This design comes from an exercise in tuning for small area, a short achievable clock period and few clock cycles on the open sky130 flow, not from production work. At most, simulation tests tie the RTL to the original design; equivalence was not proved. Power is estimated from default activity; no workload was simulated.

Design btcp_rx_check, start of the top module:
module btcp_rx_check (
    input  wire        clk,
    input  wire        rst,
    input  wire        in_valid,
    output wire        in_ready,
    input  wire [31:0] in_data,
    input  wire        in_last,
    input  wire [2:0]  in_nbytes,    
    output wire        res_valid,
    input  wire        res_ready,
    output wire [1:0]  res_status,   
    output wire [15:0] res_seq,
    output wire [15:0] res_ack,
    output wire [7:0]  res_flags,
    output wire [7:0]  res_win,
    output wire [15:0] res_dlen,
    output wire [15:0] res_csum,     
    output wire [15:0] res_calc,     
    output wire        res_csum_ok,
    output wire [2:0]  res_type,
    output wire [9:0]  res_plen
);
clock: 6.0 ns
lec_check: 0
cap_margin: 20
core_margin: 2
core_utilization: 40
cts_buf_list: sky130_fd_sc_hd__clkbuf_8
cts_cluster_diameter: 200
cts_cluster_size: 50
setup_slack_margin: 3.8
slew_margin: 20
standard.sh (not shown) runs the stock make flow with config.mk's settings and CLKGATE_MAP_FILE= SYNTH_SCRIPT=/design/flow/synth_recipe.tcl, a recipe that flattens the netlist after the stock synthesis.
==> flow/flow/run.sh <==
#!/bin/bash
# The standard layout (standard.sh), with two changes to the ORFS
# variables: port buffers use a small buffer cell, and after global
# routing's timing repair, cells off the critical paths are downsized
# (RECOVER_POWER). Each step's full log is under orfs/logs; make's own
# output goes to standard.log.
set -euo pipefail
bash standard.sh \
  BUFFER_PORTS_ARGS="-buffer_cell sky130_fd_sc_hd__buf_2" \
  RECOVER_POWER=100 \
  finish > standard.log 2>&1
The starting point produced a layout that fails on max-capacitance violations, max-slew violations.
Testbench counts at the start, summed over its fixed seeds: cycles 28,905.
==> next run, changes <==
==> flow/flow/run.sh (replaced) <==
#!/bin/bash
# The standard layout (standard.sh), with the port buffers made from a
# small buffer cell. Each step's full log is under orfs/logs; make's own
# output goes to standard.log.
set -euo pipefail
bash standard.sh \
  BUFFER_PORTS_ARGS="-buffer_cell sky130_fd_sc_hd__buf_1" \
  finish > standard.log 2>&1
--- a/flow/config.mk
+++ b/flow/config.mk
@@ -13,3 +13,3 @@
 export CTS_CLUSTER_SIZE = 50
-export SETUP_SLACK_MARGIN = 3.8
+export SETUP_SLACK_MARGIN = 3.4
 export SLEW_MARGIN = 20
Outcome: With this change the flow ran to the end with no violations; register-to-register slack gets better by 1.1 ns; via count drops by a few percent; design area came out lower by a few percent; wire length came out lower by a little under a tenth; power goes down slightly; sequential power grows by about a fifth.
==> next run, changes <==
==> flow/run.sh (new file) <==
#!/bin/bash
# synth_recipe.tcl (not shown) runs the flow's synth.tcl, then flattens the netlist and writes it again
# the make line also repeats each setting of config.mk as NAME=value (left out here)
make -C /OpenROAD-flow-scripts/flow DESIGN_CONFIG=/design/flow/config.mk WORK_HOME=/design/flow/orfs CLKGATE_MAP_FILE= SYNTH_SCRIPT=/design/flow/synth_recipe.tcl finish
--- a/flow/config.mk
+++ b/flow/config.mk
@@ -10,6 +10,3 @@
 export CORE_UTILIZATION = 40
-export CTS_BUF_LIST = sky130_fd_sc_hd__clkbuf_8
-export CTS_CLUSTER_DIAMETER = 200
-export CTS_CLUSTER_SIZE = 50
-export SETUP_SLACK_MARGIN = 3.4
+export SETUP_SLACK_MARGIN = 3.8
 export SLEW_MARGIN = 20
removed: flow/flow/run.sh
removed: flow/standard.sh
Effect: Global-route usage goes up by 1.9 points; final area goes up by 19%; core utilization goes up by 9.0 points; fmax goes up by 16%; via count goes up by 10%.
==> next run, changes <==
--- a/flow/config.mk
+++ b/flow/config.mk
@@ -10,3 +10,6 @@
 export CORE_UTILIZATION = 40
-export SETUP_SLACK_MARGIN = 3.8
+export CTS_BUF_LIST = sky130_fd_sc_hd__clkbuf_8
+export CTS_CLUSTER_DIAMETER = 200
+export CTS_CLUSTER_SIZE = 50
+export SETUP_SLACK_MARGIN = 3.6
 export SLEW_MARGIN = 20
After rerunning:
- worst hold slack stays flat
- count of clock-buffer cells in the layout went down by 1
- global-route usage went down by 0.81 points
- die area is unchanged
- wire length went down by 4.0%
- cell count went down by 1.9%
- total power went down by 9.1%
- via count went down by 3.8%
- final area went down by 0.82%


Another version of the RTL of btcp_rx_check (not shown whole).
Size in the first run: ~500 cells after synthesis, roughly 120 flip-flops, ~150 I/O pins.
==> flow/config.mk <==
export PLATFORM = sky130hd
export DESIGN_NAME = btcp_rx_check
export DESIGN_NICKNAME = btcp_rx_check
export VERILOG_FILES = /design/flow/design.v
export SDC_FILE = /design/flow/constraint.sdc
export NUM_CORES = 4
export LEC_CHECK = 0
export CAP_MARGIN = 20
export CORE_MARGIN = 2
export CORE_UTILIZATION = 40
export CTS_BUF_LIST = sky130_fd_sc_hd__clkbuf_8
export CTS_CLUSTER_DIAMETER = 200
export CTS_CLUSTER_SIZE = 50
export SETUP_SLACK_MARGIN = 3.8
export SLEW_MARGIN = 20
==> flow/constraint.sdc <==
create_clock -name core_clock -period 6.0 [get_ports {clk}]
set_input_delay 1.2000 -clock core_clock [delete_from_list [all_inputs] [get_ports {clk}]]
set_output_delay 1.2000 -clock core_clock [all_outputs]
set_load 0.01 [all_outputs]
==> flow/flow/run.sh <==
#!/bin/bash
# The standard layout (standard.sh), with the port buffers made from a
# small buffer cell. Each step's full log is under orfs/logs; make's own
# output goes to standard.log.
set -euo pipefail
bash standard.sh \
  BUFFER_PORTS_ARGS="-buffer_cell sky130_fd_sc_hd__buf_1" \
  finish > standard.log 2>&1
The first run completed with no timing, DRC or antenna violations.
==> next run, changes <==
Settings changed: SETUP_SLACK_MARGIN 3.8 to 3.6.
=> The changed run produced a clean layout; sequential power rose by about 7%; wire length drops by 5.2%; die area is unchanged; final cell count came out lower by 7.3%; final area came out lower by 8.5%; sequential share of layout area goes up by 3.3 points; utilization falls by 4.8 points.
No functional check of the RTL was part of any run of this note.

==> separate check: timing with driven ports <==
In the flow no input, the clock included, has a driving cell. The finished layouts below were timed again as built, in two steps. Step 1, drivers: a clkbuf_16 drives clk and a buf_2 each remaining input, both assumed. Step 2 times the ports against the registers' clock, not the clock port: input delays grow and output delays shrink by t, the midpoint of the rising clock arrivals with the driver on. Slacks: ideal / step 1 / step 2; pairs: ideal / step 1.
run	shift t [ns]	slack for setup (ns)	worst data-port slew with drivers (ns)
the first run of note 1	0.475	2.384 / 2.388 / 1.913	0.04
the second run of note 1	0.463	3.430 / 3.397 / 3.020	0.04
the third run of note 1	0.453	3.778 / 3.741 / 3.401	0.04
the fourth run of note 1	0.468	3.615 / 3.617 / 3.158	0.04
the first run of note 2	0.478	3.517 / 3.506 / 3.028	0.06
the second run of note 2	0.467	3.485 / 3.475 / 3.008	0.06
The setup slack of the first run of note 2, which loses most, moves by -0.011 ns with the drivers and by -0.489 ns with both steps.
